This is an optimization exercise on Yosys and OpenROAD, whose aim is small area, not a production implementation.
Function was checked by simulation only, so behaviour that the tests miss may differ from the original.
No activity file was given, so power comes from the tool's default toggle rates.

## flow/flow/run.sh

```bash
#!/bin/bash
set -euo pipefail
WORK=$(pwd)
export BUFFER_PORTS_ARGS="-buffer_cell sky130_fd_sc_hd__buf_1"
export CTS_ARGS="-sink_clustering_enable -repair_clock_nets -dont_use_dummy_load -sink_clustering_size 30 -sink_clustering_max_diameter 100 -buf_list {sky130_fd_sc_hd__clkbuf_8 sky130_fd_sc_hd__clkbuf_16}"
R=$WORK/orfs/results/$FLOW_PLATFORM/softspi_exp/base
LIB=$FLOW_HOME/platforms/$FLOW_PLATFORM/lib/sky130_fd_sc_hd__tt_025C_1v80.lib
YOSYS=$(dirname "$FLOW_HOME")/tools/install/yosys/bin/yosys
[ -x "$YOSYS" ] || YOSYS=yosys

bash standard.sh synth > standard_synth.log 2>&1
cp "$R/1_2_yosys.v" "$WORK/synth_standard.v"

best=""; best_area=""
for s in 1 2 3; do
  if bash flow/remap.sh "$WORK/synth_standard.v" "$WORK/remap_$s.v" "$LIB" "$WORK/flow/abc$s.script" "$YOSYS" "$WORK/remap_$s.ys" > "remap_$s.log" 2>&1; then
    a=$(grep -i "chip area for module" "remap_$s.log" | tail -1 | awk '{print $NF}')
    echo "abc$s area $a" >> remap_choice.log
    if [ -z "$best" ] || awk "BEGIN{exit !($a < $best_area)}"; then best=$s; best_area=$a; fi
  fi
done
echo "chosen abc$best area $best_area" >> remap_choice.log
if [ -n "$best" ]; then
  cp "$WORK/remap_$best.v" "$R/1_2_yosys.v"
  touch "$R/1_2_yosys.v"
fi

bash standard.sh > standard_finish.log 2>&1
```

## flow/flow/abc1.script

```
strash
dch -f
amap
```

## flow/flow/abc2.script

```
strash
dch -f
amap
strash
dch
amap
```

## flow/flow/abc3.script

```
strash
dch -f
map -a
strash
dch -f
amap
```

## flow/flow/remap.sh

```bash
#!/bin/bash
# remap.sh IN.v OUT.v LIB ABC_SCRIPT YOSYS YS_FILE
# Re-maps the combinational logic of a synthesized netlist with ABC; every
# flip-flop instance is kept as it is (same name, cell type and connections).
set -euo pipefail
IN=$1; OUT=$2; LIB=$3; SCRIPT=$4; YOSYS=$5; YS=$6
DU=""
for c in sky130_fd_sc_hd__probe_p_8 sky130_fd_sc_hd__probec_p_8 sky130_fd_sc_hd__lpflow_bleeder_1 \
    sky130_fd_sc_hd__lpflow_clkbufkapwr_1 sky130_fd_sc_hd__lpflow_clkbufkapwr_16 sky130_fd_sc_hd__lpflow_clkbufkapwr_2 \
    sky130_fd_sc_hd__lpflow_clkbufkapwr_4 sky130_fd_sc_hd__lpflow_clkbufkapwr_8 sky130_fd_sc_hd__lpflow_clkinvkapwr_1 \
    sky130_fd_sc_hd__lpflow_clkinvkapwr_16 sky130_fd_sc_hd__lpflow_clkinvkapwr_2 sky130_fd_sc_hd__lpflow_clkinvkapwr_4 \
    sky130_fd_sc_hd__lpflow_clkinvkapwr_8 sky130_fd_sc_hd__lpflow_inputiso0n_1 sky130_fd_sc_hd__lpflow_inputiso0p_1 \
    sky130_fd_sc_hd__lpflow_inputiso1n_1 sky130_fd_sc_hd__lpflow_inputiso1p_1 sky130_fd_sc_hd__lpflow_inputisolatch_1 \
    sky130_fd_sc_hd__lpflow_isobufsrc_1 sky130_fd_sc_hd__lpflow_isobufsrc_16 sky130_fd_sc_hd__lpflow_isobufsrc_2 \
    sky130_fd_sc_hd__lpflow_isobufsrc_4 sky130_fd_sc_hd__lpflow_isobufsrc_8 sky130_fd_sc_hd__lpflow_isobufsrckapwr_16; do
  DU="$DU -dont_use $c"
done
FFS=$(grep -o "sky130_fd_sc_hd__[a-z0-9_]*df[a-z0-9_]*" "$IN" | sort -u | tr '\n' ' ')
cat > "$YS" <<EOY
read_liberty -overwrite -ignore_miss_func $LIB
read_verilog $IN
hierarchy -top softspi_exp
setattr -mod -set keep_hierarchy 1 $FFS
flatten
opt_clean -purge
abc -liberty $LIB -script $SCRIPT $DU
opt_clean -purge
hilomap -singleton -hicell sky130_fd_sc_hd__conb_1 HI -locell sky130_fd_sc_hd__conb_1 LO
splitnets
opt_clean -purge
insbuf -buf sky130_fd_sc_hd__buf_4 A X
read_liberty -lib -overwrite -ignore_miss_func $LIB
check -assert -mapped
stat -liberty $LIB
write_verilog -noattr -nohex -nodec $OUT
EOY
"$YOSYS" -s "$YS"
```

## flow/standard.sh

```bash
#!/bin/bash
# synth_recipe.tcl (not shown) runs the flow's synth.tcl, then flattens the netlist and writes it again
# the make line also repeats each setting of config.mk as NAME=value (left out here)
make -C /OpenROAD-flow-scripts/flow DESIGN_CONFIG=/design/flow/config.mk WORK_HOME=/design/flow/orfs CLKGATE_MAP_FILE= SYNTH_SCRIPT=/design/flow/synth_recipe.tcl "${@:-finish}"
```

## flow/config.mk

```make
export PLATFORM = sky130hd
export DESIGN_NAME = softspi_exp
export DESIGN_NICKNAME = softspi_exp
export VERILOG_FILES = /design/flow/design.v
export SDC_FILE = /design/flow/constraint.sdc
export NUM_CORES = 4
export LEC_CHECK = 0
export CAP_MARGIN = 20
export CORE_MARGIN = 2
export CORE_UTILIZATION = 40
export SLEW_MARGIN = 20
```

## flow/constraint.sdc

```tcl
create_clock -name core_clock -period 10.0 [get_ports {clk}]
set_input_delay 2.0000 -clock core_clock [delete_from_list [all_inputs] [get_ports {clk}]]
set_output_delay 2.0000 -clock core_clock [all_outputs]
set_load 0.01 [all_outputs]
```

## flow/design.v

```verilog
module softspi_exp (
    input  wire        clk,
    input  wire        rst,           
    input  wire        cmd_valid,
    output wire        cmd_ready,
    input  wire [31:0] cmd,
    input  wire [31:0] now,           
    output reg         rsp_valid,
    output wire [15:0] rsp_data,
    output reg         rsp_refused,
    output reg         pins_oe,       
    output reg         out_data,
    output reg         out_clk,       
    output wire        out_latch,
    output wire        in_latch,      
    output wire        in_clk,        
    input  wire        in_data,
    output wire        dac_cs,
    output reg         dac_data,
    output wire        adc_convst,
    input  wire        adc_data
);
    localparam [7:0] OP_START = 8'h01, OP_STOP  = 8'h02,
                     OP_WPIN  = 8'h10, OP_WPORT = 8'h11,
                     OP_SCAN  = 8'h20, OP_RPIN  = 8'h21,
                     OP_SETCH = 8'h30,
                     OP_CONV  = 8'h40, OP_RSMP  = 8'h41, OP_RCH = 8'h42,
                     OP_TASK  = 8'h50;
    localparam [3:0] S_IDLE  = 4'd0,
                     S_CFG   = 4'd5,    
                     S_DRV   = 4'd6,    
                     S_LO    = 4'd11,    
                     S_LAT1  = 4'd9,
                     S_LAT0  = 4'd2,
                     S_DCS0  = 4'd8,    
                     S_DT    = 4'd10,    
                     S_DCS1  = 4'd14,
                     S_SLAT0 = 4'd7,    
                     S_SLAT1 = 4'd4,
                     S_SI    = 4'd3,   
                     S_RCS0  = 4'd1,   
                     S_RS    = 4'd13,   
                     S_RCS1  = 4'd15,
                     S_CV    = 4'd12;   
    reg [3:0]  state;
    reg [3:0]  ph;
    reg [6:0]  bc;
    reg        op_start, op_task;
    reg [4:0]  idx;          
    reg [23:0] out_state;
    reg        out_z;        
    reg [15:0] in_s;         
    reg        in_z;         
    reg [15:0] aw [0:7];     
    reg [2:0]  aoff;
    reg        adc_z;        
    reg        pend, pflag;  
    reg [31:0] last;
    reg        primed;
    reg        enabled;
    reg [16:0] dv;           
    reg        rk_pin, rk_ch;
    integer i;
    wire [7:0]  c_op  = cmd[31:24];
    wire [7:0]  c_idx = cmd[15:8];
    wire [7:0]  c_ch  = cmd[23:16];
    reg c_legal;
    always @(*) begin
        case (c_op)
            OP_START, OP_STOP, OP_SCAN, OP_CONV, OP_RSMP, OP_TASK:
                c_legal = (cmd[23:0] == 24'd0);
            OP_WPIN:
                c_legal = (cmd[23:16] == 8'd0) && (cmd[7:1] == 7'd0);
            OP_RPIN, OP_RCH:
                c_legal = (cmd[23:16] == 8'd0) && (cmd[7:0] == 8'd0);
            OP_WPORT, OP_SETCH:
                c_legal = 1'b1;
            default:
                c_legal = 1'b0;
        endcase
    end
    wire idle   = (state == S_IDLE);
    wire accept = cmd_valid && idle;
    wire [5:0] bo;
    wire [4:0] df;
    assign bo[0] = 1'b0;
    genvar g;
    generate
        for (g = 0; g < 5; g = g + 1) begin : g_sub
            assign df[g]   = now[g] ^ last[g] ^ bo[g];
            assign bo[g+1] = (~now[g] & last[g]) | (~(now[g] ^ last[g]) & bo[g]);
        end
    endgenerate
    wire [31:5] xu = now[31:5] ^ last[31:5];
    wire [30:5] gu = ~now[30:5] & last[30:5];
    wire up_ok = (xu[5] == bo[5]) && (xu[31:6] == gu[30:5]);
    wire lt30  = up_ok && !(df[4] && df[3] && df[2] && df[1]);
    wire due    = primed || !lt30;
    assign cmd_ready = idle;
    wire in_si = (state == S_SI);
    wire in_rs = (state == S_RS);
    assign out_latch  = (state == S_LAT0);
    assign in_latch   = !((state == S_SLAT1) || in_rs || (state == S_RCS1));
    assign in_clk     = !((in_si && ph != 4'd0) ||
                          (in_rs && (ph == 4'd1 || ph == 4'd2 || ph == 4'd3 || ph == 4'd4)));
    assign dac_cs     = !((state == S_DT) || (state == S_DCS1));
    assign adc_convst = !((state == S_CV) && ph != 4'd0);
    wire [2:0]  rsel = idx[2:0] + aoff;
    reg  [15:0] rd_ch;
    reg         rd_in;
    always @(*) begin
        rd_ch = 16'd0;
        for (i = 0; i < 8; i = i + 1)
            rd_ch = rd_ch | (aw[i] & {16{rsel == i}});
        rd_in = 1'b0;
        for (i = 0; i < 16; i = i + 1)
            rd_in = rd_in | (in_s[i] & ({~idx[3], idx[2:0]} == i));
    end
    assign rsp_data = (rd_ch & {16{rk_ch && !adc_z}}) |
                      {15'd0, rd_in & rk_pin & !in_z};
    wire lo_bit = (bc[4:0] == idx) ? pend : (!out_z && out_state[23]);
    reg init_bit;
    always @(*) begin
        case (idx[2:0])
            3'd0:    init_bit = (bc[4:0] == 5'd21) || (bc[4:0] == 5'd1) || (bc[4:0] == 5'd0);
            3'd1:    init_bit = (bc[4:0] == 5'd21) || (bc[4:0] == 5'd20) || (bc[4:0] == 5'd1) || (bc[4:0] == 5'd0);
            3'd2:    init_bit = (bc[4:0] >= 5'd15) && (bc[4:0] <= 5'd20);
            3'd3:    init_bit = (bc[4:0] == 5'd21) || (bc[4:0] == 5'd20) || (bc[4:0] == 5'd19) || (bc[4:0] == 5'd0);
            default: init_bit = (bc[4:0] == 5'd17);
        endcase
    end
    wire dt_bit = op_start ? init_bit :
                  (bc[4:0] >= 5'd17) ? ((bc[4:0] == 5'd20) || (bc[4:0] == 5'd19)) : dv[0];
    reg [16:0] dv_load;
    always @(*) begin
        for (i = 0; i < 17; i = i + 1)
            dv_load[(70 + 51 - 3 * i) % 17] = cmd[i];
    end
    wire       smp  = in_rs && (ph == 4'd3);
    wire [2:0] cpos = ~bc[6:4] + aoff;    
    wire       wr   = (smp || pflag) && (cpos[1:0] == 2'b11);
    wire       wbit = smp ? adc_data : pend;
    wire       wr_a = wr && cpos[2];      
    wire       wr_b = wr && !cpos[2];     
    always @(posedge clk) begin
        aw[0] <= wr_a ? {aw[7][14:0], wbit} : aw[7];
        aw[1] <= aw[0];
        aw[2] <= aw[1];
        aw[3] <= aw[2];
        aw[4] <= wr_b ? {aw[3][14:0], wbit} : aw[3];
        aw[5] <= aw[4];
        aw[6] <= aw[5];
        aw[7] <= aw[6];
        dv    <= idle ? dv_load : {dv[0], dv[16:1]};
        if (idle)
            pend <= cmd[0];
        else if (smp)
            pend <= adc_data;
    end
    always @(posedge clk) begin
        if (rst) begin
            state     <= S_IDLE;
            ph        <= 4'd0;
            aoff      <= 3'd0;
            pflag     <= 1'b0;
            out_z     <= 1'b1;
            in_z      <= 1'b1;
            adc_z     <= 1'b1;
            primed    <= 1'b0;
            enabled   <= 1'b0;
            rsp_valid <= 1'b0;
            pins_oe   <= 1'b0;
            out_data  <= 1'b0;
            out_clk   <= 1'b0;
            dac_data  <= 1'b0;
            rsp_refused <= 1'b0;
            rk_pin    <= 1'b0;
            rk_ch     <= 1'b0;
        end else begin
            aoff        <= aoff + 3'd1;
            rsp_valid   <= 1'b0;
            rsp_refused <= 1'b0;
            rk_pin      <= 1'b0;
            rk_ch       <= 1'b0;
            ph          <= 4'd0;
            if (wr)
                pflag <= 1'b0;
            case (state)
            S_IDLE: begin
                op_start <= (c_op == OP_START);
                op_task  <= (c_op == OP_TASK);
                idx      <= cmd[12:8] | {5{cmd[28] & cmd[24]}};
                bc       <= 7'd23;
                if (accept) begin
                    if (!c_legal) begin
                        rsp_refused <= 1'b1;
                        rsp_valid   <= 1'b1;
                    end else begin
                        case (c_op)
                        OP_START: state <= S_CFG;
                        OP_STOP: begin
                            pins_oe   <= 1'b0;
                            in_z      <= 1'b1;
                            out_z     <= 1'b1;
                            enabled   <= 1'b0;
                            rsp_valid <= 1'b1;
                        end
                        OP_WPIN: begin
                            if (c_idx < 8'd24)
                                state <= S_LO;
                            else
                                rsp_valid <= 1'b1;
                        end
                        OP_WPORT: begin
                            out_state <= cmd[23:0];
                            out_z     <= 1'b0;
                            state     <= S_LO;
                        end
                        OP_SCAN:  state <= S_SLAT0;
                        OP_RPIN: begin
                            rk_pin    <= (c_idx < 8'd16);
                            rsp_valid <= 1'b1;
                        end
                        OP_SETCH: begin
                            if (c_ch < 8'd2)
                                state <= S_DCS0;
                            else
                                rsp_valid <= 1'b1;
                        end
                        OP_CONV:  state <= S_CV;
                        OP_RSMP:  state <= S_RCS0;
                        OP_RCH: begin
                            rk_ch     <= (c_idx < 8'd8);
                            rsp_valid <= 1'b1;
                        end
                        OP_TASK: begin
                            if (enabled && due) begin
                                last   <= now;
                                primed <= 1'b0;
                                state  <= S_SLAT0;
                            end else begin
                                rsp_valid <= 1'b1;
                            end
                        end
                        default: rsp_valid <= 1'b1;
                        endcase
                    end
                end
            end
            S_CFG: begin
                pins_oe <= 1'b1;
                state   <= S_DRV;
            end
            S_DRV: begin
                out_data <= 1'b0;
                out_clk  <= 1'b0;
                dac_data <= 1'b0;
                out_z    <= 1'b1;
                in_z     <= 1'b1;
                adc_z    <= 1'b1;
                state    <= S_LO;
            end
            S_LO: begin
                ph <= ph + 4'd1;
                if (ph == 4'd0) begin
                    out_data  <= lo_bit;
                    out_state <= {out_state[22:0], lo_bit};
                end
                if (ph == 4'd3)
                    out_clk <= 1'b0;
                if (ph == 4'd4) begin
                    out_clk <= 1'b1;
                    ph      <= 4'd0;
                    bc      <= bc - 7'd1;
                    if (bc[4:0] == 5'd0)
                        state <= S_LAT1;
                end
            end
            S_LAT1: begin
                out_z <= 1'b0;
                state <= S_LAT0;
            end
            S_LAT0: begin
                bc <= 7'd23;
                if (op_start)
                    state <= S_DCS0;
                else begin
                    rsp_valid <= 1'b1;
                    state     <= S_IDLE;
                end
            end
            S_DCS0: begin
                bc    <= 7'd23;
                state <= S_DT;
            end
            S_DT: begin
                ph <= ph + 4'd1;
                if (ph == 4'd0)
                    dac_data <= dt_bit;
                if (ph == 4'd1)
                    out_clk <= 1'b1;
                if (ph == 4'd2) begin
                    out_clk <= 1'b0;
                    ph      <= 4'd0;
                    bc      <= bc - 7'd1;
                    if (bc[4:0] == 5'd0)
                        state <= S_DCS1;
                end
            end
            S_DCS1: begin
                if (op_start && idx[2:0] != 3'd4) begin
                    idx[2:0] <= idx[2:0] + 3'd1;
                    state <= S_DCS0;
                end else begin
                    if (op_start) begin
                        primed  <= 1'b1;
                        enabled <= 1'b1;
                    end
                    rsp_valid <= 1'b1;
                    state     <= S_IDLE;
                end
            end
            S_SLAT0: state <= S_SLAT1;
            S_SLAT1: begin
                bc    <= 7'd15;
                state <= S_SI;
            end
            S_SI: begin
                ph <= ph + 4'd1;
                if (ph == 4'd4)
                    in_s <= {in_s[14:0], in_data};
                if (ph == 4'd8) begin
                    ph <= 4'd0;
                    bc <= bc - 7'd1;
                    if (bc[3:0] == 4'd0) begin
                        in_z <= 1'b0;
                        if (op_task)
                            state <= S_RCS0;
                        else begin
                            rsp_valid <= 1'b1;
                            state     <= S_IDLE;
                        end
                    end
                end
            end
            S_RCS0: begin
                bc    <= 7'd127;
                state <= S_RS;
            end
            S_RS: begin
                ph <= ph + 4'd1;
                if (ph == 4'd3 && !wr)
                    pflag <= 1'b1;
                if (ph == 4'd6) begin
                    ph <= 4'd0;
                    bc <= bc - 7'd1;
                    if (bc == 7'd0)
                        state <= S_RCS1;
                end
            end
            S_RCS1: begin
                adc_z <= 1'b0;
                if (op_task)
                    state <= S_CV;
                else begin
                    rsp_valid <= 1'b1;
                    state     <= S_IDLE;
                end
            end
            S_CV: begin
                ph <= ph + 4'd1;
                if (ph == 4'd3) begin
                    rsp_valid <= 1'b1;
                    state     <= S_IDLE;
                end
            end
            default: state <= S_IDLE;
            endcase
        end
    end
endmodule
```

==> results of run 1 <==
==> through the flow <==
step	utilization	worst slack, ns	hold slack, ns
after floorplan	-	4.19	0.324
after global placement	0.446	4.76	0.331
after detailed placement	0.446	4.63	0.336
after CTS	0.459	4.06	0.343
after global routing	0.459	3.74	0.347
final	0.459	4.02	0.335
==> cell type report <==
class,count,area [um2],area share
Sequential cell,257,6010,0.534
Multi-Input combinational cell,634,3640,0.324
Timing Repair Buffer,107,443,0.0394
Inverter,112,420,0.0374
Tap cell,324,405,0.0361
Clock buffer,13,325,0.0289
==> flip-flops by register name, summed over array words and instances (netlist names), 3 cells and up <==
register and cells:
last 32, in_s 16, aoff 3, bc 7, dv 17, state 4
idx 5, ph 4, out_state 24, aw 128
==> where the power goes <==
group          total, mW  internal [mW]  switching (mW)  leakage [nW]
clock              0.555          0.236           0.319         0.160
combinational      0.542          0.191           0.351          1.36
sequential          1.22           1.16          0.0596          2.17
==> worst min-delay path by stage <==
stage,from,end,slack (ns)
6_report,aw[0][7],aw[1][7],0.33
5_1_grt,aw[0][7],aw[1][7],0.35
4_1_cts,aw[6][7],aw[7][7],0.34
3_5_place_dp,aw[4][6],aw[5][6],0.34
3_3_place_gp,aw[6][9],aw[7][9],0.33
2_1_floorplan,aw[6][9],aw[7][9],0.32
==> layout by cell type (no fill, tap or decap), types with 6 or more instances in the layout <==
cell	n
nor4_1	7
o22a_1	46
a22oi_1	18
a2111oi_0	8
nor2_1	135
buf_1	96
clkinv_1	112
o32a_1	6
edfxtp_1	86
a211oi_1	8
a221oi_1	12
a31oi_1	18
buf_4	11
or2_0	12
clkbuf_16	13
nand2_1	94
nor3_1	18
or3_1	9
a222oi_1	22
dfxtp_1	171
a21oi_1	44
o21ai_0	66
o22ai_1	32
o21a_1	7
nand3_1	13
==> metal layers <==
metal	vias up	part of all wire	routed length, um
li1	3984	-	-
met1	3714	0.47	12000
met2	253	0.46	11600
met3	27	0.056	1430
met4	0	0.015	386
met5	-	0	0
==> summary.md, run 1 <==
| Metric | Value |
|---|---|
| Number of routed nets with antenna violations | `0` |
| Synth warn | `2` |
| Status | `timing/DRC/antenna clean` |
| Hold Path Depth | `0` |
| Top Ports | `97` |
| Largest net degree at the start of global routing | `33` |
| Met2 Usage GRT | `0.308` |
| Router iterations before antenna repair | `5` |
| # setup viols final | `0` |
| Mean Syn Cell Area | `9.99 um2` |
| Clock tree buffer depth | `3` |
| Setup TNS | `0 ns` |
| Post-synth net total | `1072` |
| Ant diodes | `0` |
| Global route hottest layer | `met2` |
| Pleak | `3.69 nW` |
| Worst Reg-to-Reg Cells | `10` |
| Die W | `162 um` |
| RSZ-0062 raised after global routing | `false` |
| Clk sink count | `257` |
| Worst min path class | `reg2reg` |
| Overall Power | `2.32 mW` |
| Initial antenna violation count | `0` |
| Setup crit start | `idx[0]` |
| Hold Vio Cnt, Final | `0` |
| Period utilization | `0.598` |
| CTS Hold Bufs | `0` |
| Core area | `24500 um2` |
| Slew Limit Fails | `0` |
| CTS-repair resized insts | `0` |
| WP buf/inv | `3` |
| GR Util met1 | `0.279` |
| Area of the die | `26300 um2` |
| Critical Path Start Type | `flip-flop` |
| DR WL/cell | `17.6 um` |
| Input/output buffers | `96` |
| GRT Total Usage | `0.193` |
| Met3 Track Usage GR | `0.0296` |
| Starting density of the core | `0.410` |
| Min Tclk post-route | `5.98 ns` |
| Vias in the first global route | `7580` |
| Netlist Area Pre-Place | `10000 um2` |
| Share of cells above drive strength 1 | `0.0294` |
| TritonCTS Buffers | `13` |
| Final nets | `1194` |
| Vias per inst | `5.51` |
| Post-place instance area | `10900 um2` |
| Max Cap Viol | `0` |
| Setup Crit Path Kind | `reg2out` |
| Cells after Synth | `1003` |
| Area delta synth->final | `12.1%` |
| HPWL Detailed | `18.0 mm` |
| # fillers | `2349` |
| Slew @ Worst Pin | `0.949 ns` |
| Slowest CP cell | `o21ai_0` |
| Crit path max fanout | `15` |
| Stages on the worst setup path | `9` |
| First-pass GRT wire length | `40.9 mm` |
| FF-to-FF End | `aw[4][1]` |
| Reg-to-reg setup timing slack | `5.73 ns` |
| Worst-path clk slew | `0.11 ns` |
| Critical Path Max Stage Delay | `0.57 ns` |
| Worst Setup EP | `rsp_data[9]` |
| Worst r2r src | `state[3]` |
| Clk Tree Root Cell | `clkbuf_16` |
| Worst EP arrival | `3.98 ns` |
| Largest delay contributor family on the critical path | `compound AO/OA/AOI/OAI gates` |
| Maximum VDD drop | `0.136 mV` |
| Routability cong. | `0.937` |
| Design Area, Final | `11200 um2` |
| Die height | `162 um` |
| H-tree lvl count | `1` |
| Critical Path RT | `8.00 ns` |
| Critical path endpoint category | `primary output` |
| CTS tree | `done` |
| Vias post-DR | `7978` |
| Crit-path cells | `o21ai_0, clkinv_1, nand3_1, clkinv_1, a222oi_1, nand2_1, a2111oi_0, a21oi_1, buf_1` |
| Final wirelength | `25.4 mm` |
| Num rows | `57` |
| Fmax | `167 MHz` |
| Initial DRC Count | `674` |
| Fin cells | `1447` |
| Max_slew headroom | `0.366` |
| Postcts setup bufs | `0` |
| Placed Cells | `1434` |
| Clock latency (worst-skew pair) | `0.49 ns` |
| CP most frequent cell | `clkinv_1` |
| # DRC | `0` |
| Grt ovf | `0` |
| Layout Skew | `0.0348 ns` |
| Pwr dens | `207 nW/um2` |
==> run 2, diff against run 1 <==
--- a/flow/flow/run.sh
+++ b/flow/flow/run.sh
@@ -3,5 +3,5 @@
 WORK=$(pwd)
 export BUFFER_PORTS_ARGS="-buffer_cell sky130_fd_sc_hd__buf_1"
-export CTS_ARGS="-sink_clustering_enable -repair_clock_nets -dont_use_dummy_load -sink_clustering_size 30 -sink_clustering_max_diameter 100 -buf_list {sky130_fd_sc_hd__clkbuf_8 sky130_fd_sc_hd__clkbuf_16}"
+export CTS_ARGS="-sink_clustering_enable -repair_clock_nets -dont_use_dummy_load -sink_clustering_size 34 -sink_clustering_max_diameter 120 -buf_list {sky130_fd_sc_hd__clkbuf_8 sky130_fd_sc_hd__clkbuf_16}"
 R=$WORK/orfs/results/$FLOW_PLATFORM/softspi_exp/base
 LIB=$FLOW_HOME/platforms/$FLOW_PLATFORM/lib/sky130_fd_sc_hd__tt_025C_1v80.lib
==> run 2 against run 1 <==
Still clean. Fmax increased by 0.70%. Combinational power about the same. Cell area is 0.44% lower. Non-clock buffer count stayed put. Cell count fell by 0.14%. Count of clock-buffer cells in the layout shrank 2. Hold slack gained 0.017 ns. Synthesized cell count unchanged. Worst setup slack better by 0.041 ns. Sequential power hardly changed. Wire length fell by 0.59%. Utilization down 0.20 points. Critical endpoint unchanged.
==> summary.md, run 2 <==
| Metric | Value |
|---|---|
| Status | `timing/DRC/antenna clean` |
| Placed Cells | `1434 (unchanged)` |
| Fmax | `168 MHz (+0.70%)` |
| Period utilization | `0.594 (-0.00415)` |
| First-pass GRT wire length | `40.6 mm (-0.59%)` |
| Clk sink count | `257 (unchanged)` |
| Pleak | `3.66 nW (-0.67%)` |
| DP Worst Slack | `4.63 ns (unchanged)` |
| Setup TNS | `0 ns (unchanged)` |
| Core area | `24500 um2 (unchanged)` |
| Initial antenna violation count | `0 (unchanged)` |
| CTS tree | `done` |
| Vias in the first global route | `7572 (-0.11%)` |
| RSZ-0062 raised after global routing | `false` |
| Slew @ Worst Pin | `0.940 ns (-0.00894 ns)` |
| Worst r2r src | `state[3]` |
| Clock latency (worst-skew pair) | `0.49 ns (about the same)` |
| Min Tclk post-route | `5.94 ns (-0.0415 ns)` |
| Die height | `162 um (unchanged)` |
| GRT Total Usage | `0.192 (-0.00104)` |
| Worst EP arrival | `3.94 ns (-0.04 ns)` |
| Reg-to-reg setup timing slack | `5.72 ns (about the same)` |
| Final setup margin | `4.06 ns (+0.0415 ns)` |
| Mean Syn Cell Area | `9.99 um2 (unchanged)` |
| Synth warn | `2 (unchanged)` |
| Vias post-DR | `7982 (+0.050%)` |
| Final nets | `1192 (-0.17%)` |
| Share of cells above drive strength 1 | `0.0277 (-0.00173)` |
| Starting density of the core | `0.410 (unchanged)` |
| Vias per inst | `5.52 (+0.19%)` |
| Hold Vio Cnt, Final | `0 (unchanged)` |
| Area delta synth->final | `11.6%` |
| Layout Skew | `0.0398 ns (+0.00498 ns)` |
| Critical Path Start Type | `flip-flop` |
| Ant diodes | `0 (unchanged)` |
| Worst Setup EP | `rsp_data[9]` |
| Worst Reg-to-Reg Cells | `10 (unchanged)` |
| CTS-repair resized insts | `0 (unchanged)` |
| Grt ovf | `0 (unchanged)` |
| Cells after Synth | `1003 (unchanged)` |
| CTS Hold Bufs | `0 (unchanged)` |
| Critical path endpoint category | `primary output` |
| Max reg flops | `128 (unchanged)` |
| Max_slew headroom | `0.372 (+0.00598)` |
| Commonest non-fill, non-tap cells in the layout | `171 x dfxtp_1, 135 x nor2_1, 112 x clkinv_1` |
| Netlist Area Pre-Place | `10000 um2 (unchanged)` |
| Area of the die | `26300 um2 (unchanged)` |
| Worst min path class | `reg2reg` |
| Number of routed nets with antenna violations | `0 (unchanged)` |
| Commonest non-fill, non-tap cell in the layout | `dfxtp_1` |
| Initial DRC Count | `685 (+1.6%)` |
| Clk Tree Root Cell | `clkbuf_16` |
| Crit path max fanout | `16 (+1)` |
| Largest net degree at the start of global routing | `35 (+6.1%)` |
| Slew Limit Fails | `0 (unchanged)` |
| # DRC | `0 (unchanged)` |
| Final wirelength | `25.3 mm (-0.59%)` |
| Router iterations before antenna repair | `5 (unchanged)` |
| Fin util | `0.457 (-0.00205)` |
| Maximum VDD drop | `0.143 mV (+4.8%)` |
| Hold Path Depth | `0 (unchanged)` |
| FF-to-FF End | `aw[4][1]` |
| TritonCTS Buffers | `11 (-2)` |
| Input/output buffers | `96 (unchanged)` |
| Num rows | `57 (unchanged)` |
| Registers with the most flip-flops | `aw (128), last (32), out_state (24)` |
| Postcts setup bufs | `0 (unchanged)` |
| Worst-path clk slew | `0.12 ns (about the same)` |
| Top reg by flops | `aw` |
| Critical Path RT | `8.00 ns (about the same)` |
| Fin cells | `1445 (-0.14%)` |
| Setup Crit Path Kind | `reg2out` |
| HPWL Detailed | `18.0 mm (unchanged)` |
| Top Ports | `97 (unchanged)` |
| Setup crit start | `idx[2]` |
| DR WL/cell | `17.5 um (-0.45%)` |
| Routability cong. | `0.937 (unchanged)` |
| Pwr dens | `203 nW/um2 (-1.6%)` |
| H-tree lvl count | `1 (unchanged)` |
| # setup viols final | `0 (unchanged)` |
| Die W | `162 um (unchanged)` |
| Max Cap Viol | `0 (unchanged)` |
| Clock tree buffer depth | `3 (unchanged)` |
| Post-synth net total | `1072 (unchanged)` |
[run 2: cell types whose count changed in the layout (fill, tap and decap cells not counted)]
cell,previous run,this run
clkbuf_16,13,11
[run 2: metal layers]
metal,global-route usage,wire (um)
met1,0.279,12000
met2,0.304,11400
met3,0.0258,1370
met4,0.0455,469
met5,0,0
[run 2: final cells by class]
class                           count  area [um2]
Fill cell                        2365       13300
Inverter                          112         420
Multi-Input combinational cell    634        3640
Timing Repair Buffer              107         443
Sequential cell                   257        6010
Clock buffer                       11         275
Tap cell                          324         405
[run 2: power by group]
group | switching (mW) | internal [mW]
registers | 0.0597 | 1.16
clock network | 0.306 | 0.201
logic | 0.352 | 0.191
[run 2: worst max-delay path: stages (launching register included)]
cell and delay, ns:
edfxtp_1 0.51, clkinv_1 0.24, o22ai_1 0.23, nor2_1 0.06, a21oi_1 0.38, clkinv_1 0.25, and3_1 0.51, a222oi_1 0.45
nand2_1 0.08, a2111oi_0 0.44, a21oi_1 0.14, buf_1 0.17
[run 2: how the worst min path moves through the flow]
stage | end | slack [ns] | from
final | aw[2][7] | 0.35 | aw[1][7]
after detailed placement | aw[5][6] | 0.34 | aw[4][6]
after global placement | aw[7][9] | 0.33 | aw[6][9]
after floorplan | aw[7][9] | 0.32 | aw[6][9]
after CTS | aw[2][7] | 0.35 | aw[1][7]
after global routing | aw[2][7] | 0.35 | aw[1][7]
[run 2: through the flow]
step                power (mW)  instance area [um2]  hold slack [ns]
floorplan                 1.60                10000            0.324
global placement          1.78                10900            0.331
detailed placement        1.78                10900            0.336
CTS                       2.28                11200            0.349
global route              2.39                11200            0.354
finish                    2.27                11200            0.352
==> run 3, diff against run 2 <==
--- a/flow/design.v
+++ b/flow/design.v
@@ -48,4 +48,5 @@
     reg        op_start, op_task;
     reg [4:0]  idx;          
+    reg        val;          
     reg [23:0] out_state;
     reg        out_z;        
@@ -119,5 +120,5 @@
     assign rsp_data = (rd_ch & {16{rk_ch && !adc_z}}) |
                       {15'd0, rd_in & rk_pin & !in_z};
-    wire lo_bit = (bc[4:0] == idx) ? pend : (!out_z && out_state[23]);
+    wire lo_bit = (bc[4:0] == idx) ? val : (!out_z && out_state[23]);
     reg init_bit;
     always @(*) begin
@@ -153,7 +154,5 @@
         aw[7] <= aw[6];
         dv    <= idle ? dv_load : {dv[0], dv[16:1]};
-        if (idle)
-            pend <= cmd[0];
-        else if (smp)
+        if (smp)
             pend <= adc_data;
     end
@@ -191,4 +190,5 @@
                 op_task  <= (c_op == OP_TASK);
                 idx      <= cmd[12:8] | {5{cmd[28] & cmd[24]}};
+                val      <= cmd[0];
                 bc       <= 7'd23;
                 if (accept) begin
@@ -310,5 +310,5 @@
             S_DCS1: begin
                 if (op_start && idx[2:0] != 3'd4) begin
-                    idx[2:0] <= idx[2:0] + 3'd1;
+                    idx   <= idx + 5'd1;
                     state <= S_DCS0;
                 end else begin
--- a/flow/flow/run.sh
+++ b/flow/flow/run.sh
@@ -3,5 +3,5 @@
 WORK=$(pwd)
 export BUFFER_PORTS_ARGS="-buffer_cell sky130_fd_sc_hd__buf_1"
-export CTS_ARGS="-sink_clustering_enable -repair_clock_nets -dont_use_dummy_load -sink_clustering_size 34 -sink_clustering_max_diameter 120 -buf_list {sky130_fd_sc_hd__clkbuf_8 sky130_fd_sc_hd__clkbuf_16}"
+export CTS_ARGS="-sink_clustering_enable -repair_clock_nets -dont_use_dummy_load -sink_clustering_size 24 -sink_clustering_max_diameter 80 -buf_list {sky130_fd_sc_hd__clkbuf_8 sky130_fd_sc_hd__clkbuf_16}"
 R=$WORK/orfs/results/$FLOW_PLATFORM/softspi_exp/base
 LIB=$FLOW_HOME/platforms/$FLOW_PLATFORM/lib/sky130_fd_sc_hd__tt_025C_1v80.lib
==> run 3 against run 2 <==
Clock power up 21%. Sequential power down 9%. Highest routed layer unchanged. Critical path type unchanged. Via count up 1.4%.
==> summary.md, run 3 <==
| Metric | Value |
|---|---|
| Worst-path clk slew | `0.10 ns (-0.02 ns)` |
| Initial DRC Count | `681 (-0.58%)` |
| Vias per inst | `5.67 (+2.7%)` |
| Share of cells above drive strength 1 | `0.0363 (+0.00861)` |
| Min Tclk post-route | `6.38 ns (+0.444 ns)` |
| Core area | `24500 um2 (unchanged)` |
| Netlist Area Pre-Place | `10000 um2 (-0.22%)` |
| Critical Path Max Stage Delay | `0.57 ns (+0.06 ns)` |
| CP most frequent cell | `clkinv_1` |
| Critical Path Start Type | `flip-flop` |
| Layout Skew | `0.0554 ns (+0.0156 ns)` |
| Clk Tree Root Cell | `clkbuf_16` |
| Period utilization | `0.638 (+0.0444)` |
| Router iterations before antenna repair | `7 (+2)` |
| # fillers | `2310 (-2.3%)` |
| Clk sink count | `258 (+0.39%)` |
| First-pass GRT wire length | `40.5 mm (-0.39%)` |
| Clock tree buffer depth | `3 (unchanged)` |
| # DRC | `0 (unchanged)` |
| Num rows | `57 (unchanged)` |
| Maximum VDD drop | `0.126 mV (-11%)` |
| Commonest non-fill, non-tap cells in the layout | `171 x dfxtp_1, 139 x nor2_1, 101 x clkinv_1` |
| Critical Path RT | `8.00 ns (about the same)` |
| H-tree lvl count | `1 (unchanged)` |
| Largest net degree at the start of global routing | `33 (-5.7%)` |
| Worst min path class | `reg2reg` |
| Slew Limit Fails | `0 (unchanged)` |
| Top reg by flops | `aw` |
| Worst EP arrival | `4.38 ns (+0.44 ns)` |
| Area of the die | `26300 um2 (-0.22%)` |
| Largest delay contributor family on the critical path | `compound AO/OA/AOI/OAI gates` |
| Max reg flops | `128 (unchanged)` |
| Postcts setup bufs | `0 (unchanged)` |
| Pwr dens | `163 nW/um2 (-20%)` |
| Commonest non-fill, non-tap cell in the layout | `dfxtp_1` |
| Reg-to-reg setup timing slack | `6.03 ns (+0.31 ns)` |
| Number of routed nets with antenna violations | `0 (unchanged)` |
| Setup TNS | `0 ns (unchanged)` |
| Max Cap Viol | `0 (unchanged)` |
| Pleak | `3.70 nW (+0.92%)` |
| Synth warn | `2 (unchanged)` |
| Crit path max fanout | `16 (unchanged)` |
| CTS-repair resized insts | `0 (unchanged)` |
| Starting density of the core | `0.409 (-0.000921)` |
| HPWL Detailed | `17.4 mm (-3.6%)` |
| Footprint of the multi-input gates | `3630 um2 (-0.28%)` |
| Slowest CP cell | `clkinv_1` |
| CTS tree | `done` |
| Vias in the first global route | `7599 (+0.36%)` |
| Die height | `162 um (-0.11%)` |
| Max_slew headroom | `0.355 (-0.0171)` |
| Grt ovf | `0 (unchanged)` |
| CTS Hold Bufs | `0 (unchanged)` |
| GRT Total Usage | `0.191 (-0.00125)` |
| # setup viols final | `0 (unchanged)` |
| Mean Syn Cell Area | `10.2 um2 (+2.4%)` |
| RSZ-0062 raised after global routing | `false` |
| Slew @ Worst Pin | `0.958 ns (+0.0178 ns)` |
| Top Ports | `97 (unchanged)` |
| Vias post-DR | `8092 (+1.4%)` |
| Final nets | `1174 (-1.5%)` |
| Hold Vio Cnt, Final | `0 (unchanged)` |
| Cells after Synth | `977 (-2.6%)` |
| Area delta synth->final | `13.1%` |
| Crit-path cells | `clkinv_1, nor2_1, clkinv_1, o22ai_1, nor2_1, a21oi_1, clkinv_1, nand3_1, clkinv_1, a222oi_1, nand2_1, a221oi_1, o21ai_0, buf_1` |
| Die W | `162 um (-0.11%)` |
| Status | `timing/DRC/antenna clean` |
| Initial antenna violation count | `0 (unchanged)` |
| TritonCTS Buffers | `16 (+5)` |
| Fmax | `157 MHz (-7.0%)` |
| Routability cong. | `0.936 (about the same)` |
| Input/output buffers | `96 (unchanged)` |
| Setup Crit Path Kind | `reg2out` |
| Critical path endpoint category | `primary output` |
| Fin cells | `1427 (-1.2%)` |
| Post-synth net total | `1046 (-2.4%)` |
| Placed Cells | `1411 (-1.6%)` |
| Reg area | `6040 um2 (+0.50%)` |
| WP buf/inv | `5 (+2)` |
| Clock latency (worst-skew pair) | `0.50 ns (about the same)` |
| Ant diodes | `0 (unchanged)` |
| DR WL/cell | `17.6 um (+0.35%)` |
| Final wirelength | `25.1 mm (-0.90%)` |
| Registers with the most flip-flops | `aw (128), last (32), out_state (24)` |
==> run 3: where the power goes <==
group | internal, mW | switching (mW)
logic | 0.0456 | 0.0792
clock network | 0.286 | 0.327
registers | 1.10 | 0.0119
==> run 3: worst paths after layout <==
| check | end | cells past startpoint | startpoint |
|---|---|---|---|
| worst max-delay path | rsp_data[0] | 14 | idx[0] |
| worst min-delay path | aw[7][4] | 0 | aw[6][4] |
| worst max register to register | out_state[0] | 8 | state[3] |
| worst min register to register | aw[7][4] | 0 | aw[6][4] |
==> run 3: layer usage <==
layer  track usage  vias up  share of wire  wire (um)
li1              -     3951              -          -
met1         0.274     3808           0.47      11700
met2         0.303      287           0.45      11200
met3        0.0230       46          0.062       1550
met4        0.0571        0          0.024        607
met5             0        -              0          0
==> run 3: area by class of cell <==
cell class              instances  share of cell area
well taps                     324              0.0358
flip-flops and latches        258               0.533
clock buffers                  16              0.0354
multi-input cells             618               0.321
inverters                     101              0.0335
repair buffers                110              0.0411
==> run 3: per-stage QoR <==
stage	hold WS [ns]	cell area [um2]	power, mW	worst slack, ns	utilization
after floorplan	0.330	10000	1.21	4.40	-
after global placement	0.332	10900	1.26	4.36	0.446
after detailed placement	0.336	10900	1.26	4.19	0.446
after CTS	0.340	11300	1.87	3.63	0.463
after global routing	0.347	11300	1.92	3.23	0.463
final	0.333	11300	1.85	3.62	0.463
==> run 3: worst reg2reg max path, stage by stage, from the launching register on <==
cell,delay (ns)
dfxtp_1,0.54
clkinv_1,0.34
nor2_1,0.27
clkinv_1,0.22
nor2_1,0.18
buf_4,0.30
clkinv_1,0.75
nor2_1,0.39
o21a_2,0.58
==> run 4, diff against run 3 <==
--- a/flow/design.v
+++ b/flow/design.v
@@ -48,5 +48,4 @@
     reg        op_start, op_task;
     reg [4:0]  idx;          
-    reg        val;          
     reg [23:0] out_state;
     reg        out_z;        
@@ -120,5 +119,5 @@
     assign rsp_data = (rd_ch & {16{rk_ch && !adc_z}}) |
                       {15'd0, rd_in & rk_pin & !in_z};
-    wire lo_bit = (bc[4:0] == idx) ? val : (!out_z && out_state[23]);
+    wire lo_bit = (bc[4:0] == idx) ? pend : (!out_z && out_state[23]);
     reg init_bit;
     always @(*) begin
@@ -154,5 +153,7 @@
         aw[7] <= aw[6];
         dv    <= idle ? dv_load : {dv[0], dv[16:1]};
-        if (smp)
+        if (idle)
+            pend <= cmd[0];
+        else if (smp)
             pend <= adc_data;
     end
@@ -190,5 +191,4 @@
                 op_task  <= (c_op == OP_TASK);
                 idx      <= cmd[12:8] | {5{cmd[28] & cmd[24]}};
-                val      <= cmd[0];
                 bc       <= 7'd23;
                 if (accept) begin
@@ -310,5 +310,5 @@
             S_DCS1: begin
                 if (op_start && idx[2:0] != 3'd4) begin
-                    idx   <= idx + 5'd1;
+                    idx[2:0] <= idx[2:0] + 3'd1;
                     state <= S_DCS0;
                 end else begin
==> flow/flow/run.sh (replaced) <==
#!/bin/bash
set -euo pipefail
WORK=$(pwd)
export BUFFER_PORTS_ARGS="-buffer_cell sky130_fd_sc_hd__buf_1"
export CTS_ARGS="-sink_clustering_enable -repair_clock_nets -dont_use_dummy_load -sink_clustering_size 30 -sink_clustering_max_diameter 100 -buf_list {sky130_fd_sc_hd__clkbuf_8 sky130_fd_sc_hd__clkbuf_16}"
R=$WORK/orfs/results/$FLOW_PLATFORM/softspi_exp/base
LIB=$FLOW_HOME/platforms/$FLOW_PLATFORM/lib/sky130_fd_sc_hd__tt_025C_1v80.lib
YOSYS=$(dirname "$FLOW_HOME")/tools/install/yosys/bin/yosys
[ -x "$YOSYS" ] || YOSYS=yosys

bash standard.sh synth > standard_synth.log 2>&1
cp "$R/1_2_yosys.v" "$WORK/synth_standard.v"

# Two rounds: each runs every ABC script on the current netlist and keeps the
# smallest result if it is smaller than the current one.
cur="$WORK/synth_standard.v"
cur_area=$(python3 - "$cur" "$LIB" <<'EOP'
import re,sys
area={}; c=None
for l in open(sys.argv[2]):
    m=re.match(r'\s*cell \("?(\w+)"?\)',l)
    if m: c=m.group(1)
    m=re.match(r'\s*area\s*:\s*([\d.]+)',l)
    if m and c and c not in area: area[c]=float(m.group(1))
print(sum(area.get(t,0) for t in re.findall(r'^\s*(sky130_fd_sc_hd__\w+)\s',open(sys.argv[1]).read(),re.M)))
EOP
)
echo "standard area $cur_area" >> remap_choice.log
for round in 1 2; do
  best=""; best_area=$cur_area
  for s in 1 2 3 4; do
    out="$WORK/remap_r${round}_$s"
    if bash flow/remap.sh "$cur" "$out.v" "$LIB" "$WORK/flow/abc$s.script" "$YOSYS" "$out.ys" > "$out.log" 2>&1; then
      a=$(grep -i "chip area for module" "$out.log" | tail -1 | awk '{print $NF}')
      echo "round $round abc$s area $a" >> remap_choice.log
      if awk "BEGIN{exit !($a < $best_area)}"; then best="$out.v"; best_area=$a; fi
    fi
  done
  [ -n "$best" ] || break
  cur="$best"; cur_area=$best_area
  echo "round $round chose $best area $best_area" >> remap_choice.log
done
cp "$cur" "$R/1_2_yosys.v"
touch "$R/1_2_yosys.v"

bash standard.sh > standard_finish.log 2>&1
==> flow/flow/abc4.script (new file) <==
strash
dch -f
amap
strash
dch
amap
strash
dch
amap
==> run 4 against run 3 <==
Highest routed layer unchanged. Cell count fell by 0.84%. Synthesized cell count shrank 0.61%. Cell area decreased by 1.7%.
==> summary.md, run 4 <==
| Metric | Value |
|---|---|
| Status | `timing/DRC/antenna clean` |
| Post-synth net total | `1040 (-0.57%)` |
| Hold Vio Cnt, Final | `0 (unchanged)` |
| Final wirelength | `25.2 mm (+0.73%)` |
| Placed Cells | `1402 (-0.64%)` |
| Clock latency (worst-skew pair) | `0.50 ns (about the same)` |
| Crit path max fanout | `13 (-3)` |
| Grt ovf | `0 (unchanged)` |
| # setup viols final | `0 (unchanged)` |
| Mean Syn Cell Area | `10.2 um2 (-0.11%)` |
| TritonCTS Buffers | `13 (-3)` |
| Critical Path RT | `8.00 ns (about the same)` |
| Pwr dens | `203 nW/um2 (+24%)` |
| Commonest non-fill, non-tap cell in the layout | `dfxtp_1` |
| Worst min path class | `reg2reg` |
| Initial DRC Count | `660 (-3.1%)` |
| Ant diodes | `0 (unchanged)` |
| Max reg flops | `128 (unchanged)` |
| Clock tree buffer depth | `3 (unchanged)` |
| Fin cells | `1415 (-0.84%)` |
| Vias in the first global route | `7608 (+0.12%)` |
| Min Tclk post-route | `6.19 ns (-0.193 ns)` |
| Postcts setup bufs | `0 (unchanged)` |
| DR WL/cell | `17.8 um (+1.6%)` |
| Worst-path clk slew | `0.11 ns (about the same)` |
| Area delta synth->final | `12.1%` |
| Top reg by flops | `aw` |
| Critical path endpoint category | `primary output` |
| First-pass GRT wire length | `40.9 mm (+1.1%)` |
| Layout Skew | `0.0763 ns (+0.0209 ns)` |
| Top Ports | `97 (unchanged)` |
| Core area | `24300 um2 (-0.58%)` |
| Critical Path Start Type | `flip-flop` |
| Design Area, Final | `11100 um2 (-1.7%)` |
| Max_slew headroom | `0.366 (+0.0108)` |
| Die W | `162 um (-0.35%)` |
| Router iterations before antenna repair | `6 (-1)` |
| # DRC | `0 (unchanged)` |
| CTS tree | `done` |
| Total net switching power | `0.700 mW (+68%)` |
| Internal power | `1.56 mW (+9.2%)` |
| RSZ-0062 raised after global routing | `false` |
| Largest net degree at the start of global routing | `33 (unchanged)` |
| Routability cong. | `0.902 (-3.6%)` |
| Input/output buffers | `96 (unchanged)` |
| Starting density of the core | `0.408 (-0.000586)` |
| Final nets | `1162 (-1.0%)` |
| Fmax | `162 MHz (+3.1%)` |
| Combinational Power Share | `0.221 (+0.154)` |
| Pleak | `3.61 nW (-2.3%)` |
| Maximum VDD drop | `0.0866 mV (-31%)` |
| Max Cap Viol | `0 (unchanged)` |
| Power share of the clock group | `0.241 (-0.090)` |
| # fillers | `2300 (-0.43%)` |
| Area of the die | `26100 um2 (-0.71%)` |
| Share of cells above drive strength 1 | `0.0275 (-0.00877)` |
| Setup Crit Path Kind | `reg2out` |
| Post-place instance area | `10800 um2 (-1.0%)` |
| Cells after Synth | `971 (-0.61%)` |
| Clk Tree Root Cell | `clkbuf_16` |
| Power share of the sequential group | `0.538 (-0.063)` |
| Commonest non-fill, non-tap cells in the layout | `171 x dfxtp_1, 137 x nor2_1, 100 x clkinv_1` |
| Clk sink count | `257 (-0.39%)` |
| Netlist Area Pre-Place | `9930 um2 (-0.73%)` |
| Registers with the most flip-flops | `aw (128), last (32), out_state (24)` |
| Sw Share | `0.309 (+0.0836)` |
| CTS-repair resized insts | `0 (unchanged)` |
| Die height | `162 um (-0.35%)` |
| Slew @ Worst Pin | `0.928 ns (-0.0301 ns)` |
| Synth warn | `2 (unchanged)` |
| Initial antenna violation count | `0 (unchanged)` |
| HPWL Detailed | `17.6 mm (+1.2%)` |
| Number of routed nets with antenna violations | `0 (unchanged)` |
| GRT Total Usage | `0.194 (+0.00326)` |
| Period utilization | `0.619 (-0.0193)` |
| Slew Limit Fails | `0 (unchanged)` |
| H-tree lvl count | `1 (unchanged)` |
| Vias per inst | `5.54 (-2.3%)` |
| Final setup margin | `3.81 ns (+0.193 ns)` |
| Vias post-DR | `7842 (-3.1%)` |
| CTS Hold Bufs | `0 (unchanged)` |
| Num rows | `57 (unchanged)` |
| DP Worst Slack | `4.47 ns (+0.280 ns)` |
| Setup TNS | `0 ns (unchanged)` |
| Worst EP arrival | `4.19 ns (-0.19 ns)` |
run 4: cell type report:
type                            instances  area (um2)  share of cell area
Sequential cell                       257        6010               0.540
Timing Repair Buffer                  107         443              0.0398
Clock buffer                           13         325              0.0292
Multi-Input combinational cell        614        3570               0.321
Inverter                              100         375              0.0337
Tap cell                              324         405              0.0364
run 4: routing by layer:
metal / track usage / vias up / share of wire
li1: - / 3892 / -
met4: 0.0373 / 0 / 0.013
met1: 0.288 / 3690 / 0.49
met2: 0.304 / 239 / 0.44
met3: 0.0275 / 21 / 0.063
met5: 0 / - / 0
run 4: worst paths after layout:
check	from	end	slack, ns	cells past startpoint
hold / removal	aw[6][5]	aw[7][5]	0.35	0
setup reg to reg	state[3]	out_state[20]	5.82	11
hold reg to reg	aw[6][5]	aw[7][5]	0.35	0
setup / recovery	idx[0]	rsp_data[0]	3.81	12
run 4: metrics by stage:
step                      power (mW)  utilization  hold slack, ns
after floorplan                 1.56            -           0.324
after global placement          1.73        0.444           0.326
after detailed placement        1.73        0.444           0.329
after CTS                       2.28        0.458           0.353
after global routing            2.39        0.458           0.358
final                           2.26        0.458           0.352
run 4: worst max-delay path: stages, from the launching register on:
cell and delay (ns):
edfxtp_1 0.49, clkinv_1 0.22, nor2_1 0.23, clkinv_1 0.11, o21ai_0 0.37, nor2_1 0.22, nand2_1 0.17, clkinv_1 0.51
a222oi_1 0.52, nand4_1 0.14, a221o_1 0.29, a32o_1 0.26, buf_1 0.14
run 4: power by group through the flow:
stage	logic (mW)	registers [mW]	clock network, mW
floorplan	0.335	1.22	0
global placement	0.494	1.24	0
detailed placement	0.496	1.24	0
CTS	0.499	1.22	0.568
global route	0.560	1.23	0.601
finish	0.501	1.22	0.545
==> run 5, diff against run 4 <==
--- a/flow/design.v
+++ b/flow/design.v
@@ -46,5 +46,7 @@
     reg [3:0]  ph;
     reg [6:0]  bc;
-    reg        op_start, op_task;
+    reg        op_seq;
+    wire       op_start = op_seq;
+    wire       op_task  = op_seq;
     reg [4:0]  idx;          
     reg [23:0] out_state;
@@ -55,5 +57,5 @@
     reg [2:0]  aoff;
     reg        adc_z;        
-    reg        pend, pflag;  
+    reg        pend;         
     reg [31:0] last;
     reg        primed;
@@ -139,5 +141,5 @@
     wire       smp  = in_rs && (ph == 4'd3);
     wire [2:0] cpos = ~bc[6:4] + aoff;    
-    wire       wr   = (smp || pflag) && (cpos[1:0] == 2'b11);
+    wire       wr   = in_rs && (ph[2] || ph[1:0] == 2'b11) && (cpos[1:0] == 2'b11);
     wire       wbit = smp ? adc_data : pend;
     wire       wr_a = wr && cpos[2];      
@@ -163,5 +165,4 @@
             ph        <= 4'd0;
             aoff      <= 3'd0;
-            pflag     <= 1'b0;
             out_z     <= 1'b1;
             in_z      <= 1'b1;
@@ -184,10 +185,7 @@
             rk_ch       <= 1'b0;
             ph          <= 4'd0;
-            if (wr)
-                pflag <= 1'b0;
             case (state)
             S_IDLE: begin
-                op_start <= (c_op == OP_START);
-                op_task  <= (c_op == OP_TASK);
+                op_seq   <= (c_op == OP_START) || (c_op == OP_TASK);
                 idx      <= cmd[12:8] | {5{cmd[28] & cmd[24]}};
                 bc       <= 7'd23;
@@ -350,6 +348,4 @@
             S_RS: begin
                 ph <= ph + 4'd1;
-                if (ph == 4'd3 && !wr)
-                    pflag <= 1'b1;
                 if (ph == 4'd6) begin
                     ph <= 4'd0;
--- a/flow/config.mk
+++ b/flow/config.mk
@@ -6,6 +6,6 @@
 export NUM_CORES = 4
 export LEC_CHECK = 0
-export CAP_MARGIN = 20
+export CAP_MARGIN = 0
 export CORE_MARGIN = 2
 export CORE_UTILIZATION = 40
-export SLEW_MARGIN = 20
+export SLEW_MARGIN = 0
==> run 5 against run 4 <==
Still clean. Non-clock buffer count rose by 3. Fmax rose by 3.3%. Power fell by 23%. Clock power barely moved. Worst setup slack improved by 0.20 ns. Flip-flop and latch count fell by 2. Combinational power fell by 77%. Cell area fell by 0.44%. Largest cell class unchanged.
==> summary.md, run 5 <==
| Metric | Value |
|---|---|
| Share of cells above drive strength 1 | `0.0333 (+0.00580)` |
| Mean Syn Cell Area | `10.3 um2 (+0.49%)` |
| Worst-path clk slew | `0.11 ns (about the same)` |
| Top reg by flops | `aw` |
| Critical Path Start Type | `flip-flop` |
| Worst EP arrival | `3.99 ns (-0.20 ns)` |
| Placed Cells | `1392 (-0.71%)` |
| Layout Skew | `0.0572 ns (-0.0191 ns)` |
| Initial DRC Count | `721 (+9.2%)` |
| CTS-repair resized insts | `0 (unchanged)` |
| Largest net degree at the start of global routing | `33 (unchanged)` |
| Die height | `161 um (-0.42%)` |
| Min Tclk post-route | `5.99 ns (-0.200 ns)` |
| DR WL/cell | `18.1 um (+1.4%)` |
| Clock latency (worst-skew pair) | `0.50 ns (about the same)` |
| Clk sink count | `255 (-0.78%)` |
| TritonCTS Buffers | `13 (unchanged)` |
| RSZ-0062 raised after global routing | `false` |
| # DRC | `0 (unchanged)` |
| Hold Vio Cnt, Final | `0 (unchanged)` |
| Router iterations before antenna repair | `5 (-1)` |
| HPWL Detailed | `17.9 mm (+2.0%)` |
| Area of the die | `25900 um2 (-0.83%)` |
| Commonest non-fill, non-tap cell in the layout | `dfxtp_1` |
| Commonest non-fill, non-tap cells in the layout | `170 x dfxtp_1, 131 x nor2_1, 105 x clkinv_1` |
| Pwr dens | `158 nW/um2 (-23%)` |
| Grt ovf | `0 (unchanged)` |
| Max reg flops | `128 (unchanged)` |
| Fin util | `0.457 (-0.000666)` |
| Post-synth net total | `1027 (-1.3%)` |
| Top Ports | `97 (unchanged)` |
| Max Cap Viol | `0 (unchanged)` |
| Synth warn | `2 (unchanged)` |
| Critical Path RT | `8.00 ns (about the same)` |
| Status | `timing/DRC/antenna clean` |
| Netlist Area Pre-Place | `9840 um2 (-0.86%)` |
| # fillers | `2349 (+2.1%)` |
| Clock tree buffer depth | `3 (unchanged)` |
| Slew Limit Fails | `0 (unchanged)` |
| Input/output buffers | `96 (unchanged)` |
| CTS tree | `done` |
| Num rows | `57 (unchanged)` |
| Area delta synth->final | `12.5%` |
| Crit path max fanout | `15 (+2)` |
| Max_slew headroom | `0.183 (-0.183)` |
| Fin cells | `1405 (-0.71%)` |
| Vias per inst | `5.62 (+1.4%)` |
| Maximum VDD drop | `0.109 mV (+26%)` |
| Ant diodes | `0 (unchanged)` |
| GRT Total Usage | `0.196 (+0.00204)` |
| Setup TNS | `0 ns (unchanged)` |
| Pleak | `3.55 nW (-1.6%)` |
| Critical path endpoint category | `primary output` |
| Clk Tree Root Cell | `clkbuf_16` |
| Worst min path class | `reg2reg` |
| Vias post-DR | `7892 (+0.64%)` |
| Initial antenna violation count | `0 (unchanged)` |
| Final wirelength | `25.4 mm (+0.71%)` |
| Footprint of the multi-input gates | `3530 um2 (-1.1%)` |
| Final nets | `1152 (-0.86%)` |
| Registers with the most flip-flops | `aw (128), last (32), out_state (24)` |
| H-tree lvl count | `1 (unchanged)` |
| Starting density of the core | `0.406 (-0.00231)` |
| Core area | `24200 um2 (-0.29%)` |
| Vias in the first global route | `7608 (unchanged)` |
| Postcts setup bufs | `0 (unchanged)` |
| Fmax | `167 MHz (+3.3%)` |
| Slew @ Worst Pin | `1.21 ns (+0.285 ns)` |
| Cells after Synth | `958 (-1.3%)` |
| # setup viols final | `0 (unchanged)` |
| CTS Hold Bufs | `0 (unchanged)` |
| First-pass GRT wire length | `40.8 mm (-0.20%)` |
| Reg area | `5960 um2 (-0.83%)` |
| Routability cong. | `0.922 (+2.2%)` |
| Period utilization | `0.599 (-0.0200)` |
| Die W | `161 um (-0.42%)` |
| Number of routed nets with antenna violations | `0 (unchanged)` |
| Setup Crit Path Kind | `reg2out` |
## run 5: final cells by class
cell class,count,share of cell area
sequential,255,0.538
multi-input combinational,598,0.319
inverter,105,0.0356
tap,324,0.0366
timing repair buffer,110,0.0420
clock buffer,13,0.0294
## run 5: metrics by stage
step	power, mW	setup WS (ns)	area, um2	hold WS [ns]
global placement	1.22	4.67	10800	0.326
global route	1.81	3.60	11100	0.361
floorplan	1.17	4.35	9840	0.324
detailed placement	1.22	4.55	10800	0.331
finish	1.75	4.01	11100	0.353
CTS	1.77	4.02	11100	0.351
## run 5: critical path, cell delays in order (launching register included)
cell and delay [ns]:
edfxtp_1 0.53, clkinv_1 0.23, nor2_1 0.22, o22ai_1 0.12, a21oi_1 0.38, clkinv_1 0.27, nand3_1 0.19, clkinv_1 0.50
a222oi_1 0.48, a31oi_1 0.20, a31o_1 0.26, buf_1 0.13
## run 5: metal layers
metal,track usage,wire length (um)
met5,0,0
met1,0.277,11900
met4,0.0548,565
met2,0.310,11400
met3,0.0354,1630
## run 5: path summary, 6_finish.rpt
kind,slack (ns),endpoint,depth (start not counted),startpoint
hold / removal,0.35,aw[1][5],0,aw[0][5]
hold reg to reg,0.35,aw[1][5],0,aw[0][5]
setup / recovery,4.01,rsp_data[0],11,idx[0]
setup reg to reg,5.76,out_state[9],12,state[2]
## run 5: power by group
group          switching (mW)  internal, mW
registers             0.00637          1.07
logic                  0.0776        0.0397
clock network           0.312         0.235
total                   0.396          1.35
==> run 6, diff against run 5 <==
--- a/flow/config.mk
+++ b/flow/config.mk
@@ -6,6 +6,6 @@
 export NUM_CORES = 4
 export LEC_CHECK = 0
-export CAP_MARGIN = 0
+export CAP_MARGIN = 20
 export CORE_MARGIN = 2
 export CORE_UTILIZATION = 40
-export SLEW_MARGIN = 0
+export SLEW_MARGIN = 20
==> run 6 against run 5 <==
Still clean. Combinational power about the same. Critical path depth did not move. Fmax is 0.12% lower. Clock power about the same. Die area is the same. Register-to-register slack improved by 0.05 ns. Non-clock buffer count is 1 higher. Count of clock-buffer cells in the layout did not move. Worst setup slack got worse by 0.0071 ns. Sequential power hardly changed. Clock skew about the same. Cell count is essentially flat. Largest cell class unchanged. Highest routed layer unchanged.
==> summary.md, run 6 <==
| Metric | Value |
|---|---|
| Final nets | `1153 (+0.087%)` |
| Number of routed nets with antenna violations | `0 (unchanged)` |
| TritonCTS Buffers | `13 (unchanged)` |
| Clk Tree Root Cell | `clkbuf_16` |
| Registers with the most flip-flops | `aw (128), last (32), out_state (24)` |
| Critical Path Start Type | `flip-flop` |
| Overall Power | `1.74 mW (about the same)` |
| Pwr dens | `157 nW/um2 (-0.11%)` |
| CTS Hold Bufs | `0 (unchanged)` |
| Synth warn | `2 (unchanged)` |
| Hold Vio Cnt, Final | `0 (unchanged)` |
| Final wirelength | `25.3 mm (-0.33%)` |
| Largest net degree at the start of global routing | `33 (unchanged)` |
| DR WL/cell | `18.0 um (-0.40%)` |
| Clock latency (worst-skew pair) | `0.50 ns (about the same)` |
| Routability cong. | `0.922 (unchanged)` |
| Vias in the first global route | `7624 (+0.21%)` |
| Clk sink count | `255 (unchanged)` |
| Max Cap Viol | `0 (unchanged)` |
| Maximum VDD drop | `0.0989 mV (-9.5%)` |
| RSZ-0062 raised after global routing | `false` |
| Cells after Synth | `958 (unchanged)` |
| H-tree lvl count | `1 (unchanged)` |
| Area of the die | `25900 um2 (unchanged)` |
| Worst EP arrival | `3.99 ns (about the same)` |
| # fillers | `2362 (+0.55%)` |
| Input/output buffers | `96 (unchanged)` |
| Max_slew headroom | `0.404 (+0.221)` |
| Setup TNS | `0 ns (unchanged)` |
| Initial antenna violation count | `0 (unchanged)` |
| GRT Total Usage | `0.194 (-0.00154)` |
| Ant diodes | `0 (unchanged)` |
| Commonest non-fill, non-tap cells in the layout | `170 x dfxtp_1, 131 x nor2_1, 105 x clkinv_1` |
| # setup viols final | `0 (unchanged)` |
| Grt ovf | `0 (unchanged)` |
| Post-synth net total | `1027 (unchanged)` |
| Pleak | `3.56 nW (+0.12%)` |
| Router iterations before antenna repair | `5 (unchanged)` |
| # DRC | `0 (unchanged)` |
| Worst-path clk slew | `0.11 ns (about the same)` |
| Postcts setup bufs | `0 (unchanged)` |
| GR Util met1 | `0.271 (-0.00531)` |
| Commonest non-fill, non-tap cell in the layout | `dfxtp_1` |
| Slew @ Worst Pin | `0.891 ns (-0.321 ns)` |
| Top Ports | `97 (unchanged)` |
| Netlist Area Pre-Place | `9840 um2 (unchanged)` |
| Critical Path RT | `8.00 ns (about the same)` |
| Critical path endpoint category | `primary output` |
| Vias per inst | `5.64 (+0.33%)` |
| Die W | `161 um (unchanged)` |
| Period utilization | `0.599 (+0.000711)` |
| Share of cells above drive strength 1 | `0.0342 (+0.000893)` |
| Mean Syn Cell Area | `10.3 um2 (unchanged)` |
| Clock tree buffer depth | `3 (unchanged)` |
| Layout Skew | `0.0567 ns (-0.000412 ns)` |
| Slew Limit Fails | `0 (unchanged)` |
| Area delta synth->final | `12.6% (about the same)` |
| Initial DRC Count | `720 (-0.14%)` |
| Met3 Track Usage GR | `0.0382 (+0.00284)` |
| CTS tree | `done` |
| WHS | `0.351 ns (-0.00184 ns)` |
| Met2 Usage GRT | `0.305 (-0.00449)` |
| HPWL Detailed | `18.1 mm (+1.0%)` |
| Vias post-DR | `7924 (+0.41%)` |
| Min Tclk post-route | `5.99 ns (+0.00711 ns)` |
| Crit path max fanout | `15 (unchanged)` |
| Core area | `24200 um2 (unchanged)` |
| CTS-repair resized insts | `0 (unchanged)` |
| First-pass GRT wire length | `40.7 mm (-0.27%)` |
| Die height | `161 um (unchanged)` |
| Global route hottest layer | `met2` |
| Top reg by flops | `aw` |
| Max reg flops | `128 (unchanged)` |
| Num rows | `57 (unchanged)` |
| Worst min path class | `reg2reg` |
| Setup Crit Path Kind | `reg2out` |
| Fmax | `167 MHz (-0.12%)` |
| Starting density of the core | `0.406 (unchanged)` |
| Status | `timing/DRC/antenna clean` |
| Fin util | `0.457 (about the same)` |
-- run 6: stage by stage --
stage	cell area, um2	cells	setup WS, ns
after floorplan	9840	958	4.35
final	11100	1406	4.01
after CTS	11100	1406	3.99
after detailed placement	10800	1393	4.55
after global placement	10800	1392	4.67
after global routing	11100	1406	3.54
-- run 6: path summary, 6_finish.rpt --
check	to	slack, ns	from	cells past startpoint
worst min register to register	aw[2][3]	0.35	aw[1][3]	0
worst max register to register	out_state[9]	5.81	state[2]	12
worst max-delay path	rsp_data[0]	4.01	idx[1]	11
worst min-delay path	aw[2][3]	0.35	aw[1][3]	0
-- run 6: final cells by class --
| class | instances | area, um2 | share of cell area |
|---|---|---|---|
| repair buffers | 111 | 470 | 0.0424 |
| multi-input cells | 598 | 3530 | 0.319 |
| clock buffers | 13 | 325 | 0.0294 |
| flip-flops and latches | 255 | 5960 | 0.537 |
| well taps | 324 | 405 | 0.0366 |
| inverters | 105 | 394 | 0.0356 |
-- run 6: report_power, final --
| part | internal, mW | leakage [nW] | switching, mW | total (mW) |
|---|---|---|---|---|
| clock network | 0.235 | 0.160 | 0.311 | 0.546 |
| logic | 0.0399 | 1.25 | 0.0775 | 0.117 |
| registers | 1.07 | 2.14 | 0.00622 | 1.08 |
-- run 6: routing by layer --
metal | part of all wire | vias up | wire (um)
met5 | 0 | - | 0
met1 | 0.46 | 3759 | 11700
met3 | 0.067 | 44 | 1690
met4 | 0.027 | 0 | 687
li1 | - | 3872 | -
met2 | 0.44 | 249 | 11300
-- run 6: worst max-delay path: stages (launching register included) --
cell and delay, ns:
edfxtp_1 0.46, clkinv_1 0.29, nor2_1 0.22, o22ai_1 0.12, a21oi_1 0.38, clkinv_1 0.26, nand3_1 0.19, clkinv_1 0.51
a222oi_1 0.49, a31oi_1 0.20, a31o_1 0.27, buf_1 0.13

-- separate check: timing with driven ports --
How much do the figures lean on ideal ports? The routed layouts below were timed once more, with nothing changed but the port constraints. Step 1: set_driving_cell puts a clkbuf_16 on clk and a buf_2 on each other input, an assumption about the parent block. Step 2 adds t to the input delays and takes it off the output delays; t is the mean of the earliest and latest rising clock arrival at the registers after step 1. Input paths then give back, and output paths get back, about the clock's delay inside the block. Three values: no drivers, after step 1, after step 2; two values: the first two.
| run | t (ns) | setup WS [ns] | clock arrival spread, ns | slew at the worst register clock pin (ns) |
|---|---|---|---|---|
| run 1 | 0.522 | 4.023 / 3.976 / 4.497 | 0.036 / 0.035 | 0.11 / 0.11 |
| run 2 | 0.520 | 4.064 / 4.014 / 4.535 | 0.041 / 0.041 | 0.12 / 0.12 |
| run 3 | 0.516 | 3.620 / 3.575 / 4.090 | 0.056 / 0.057 | 0.10 / 0.10 |
| run 4 | 0.502 | 3.814 / 3.771 / 4.273 | 0.076 / 0.076 | 0.11 / 0.11 |
| run 5 | 0.520 | 4.014 / 3.962 / 4.482 | 0.057 / 0.058 | 0.11 / 0.11 |
| run 6 | 0.514 | 4.007 / 3.960 / 4.474 | 0.056 / 0.056 | 0.11 / 0.11 |
After both steps setup and hold are still met in every run listed.
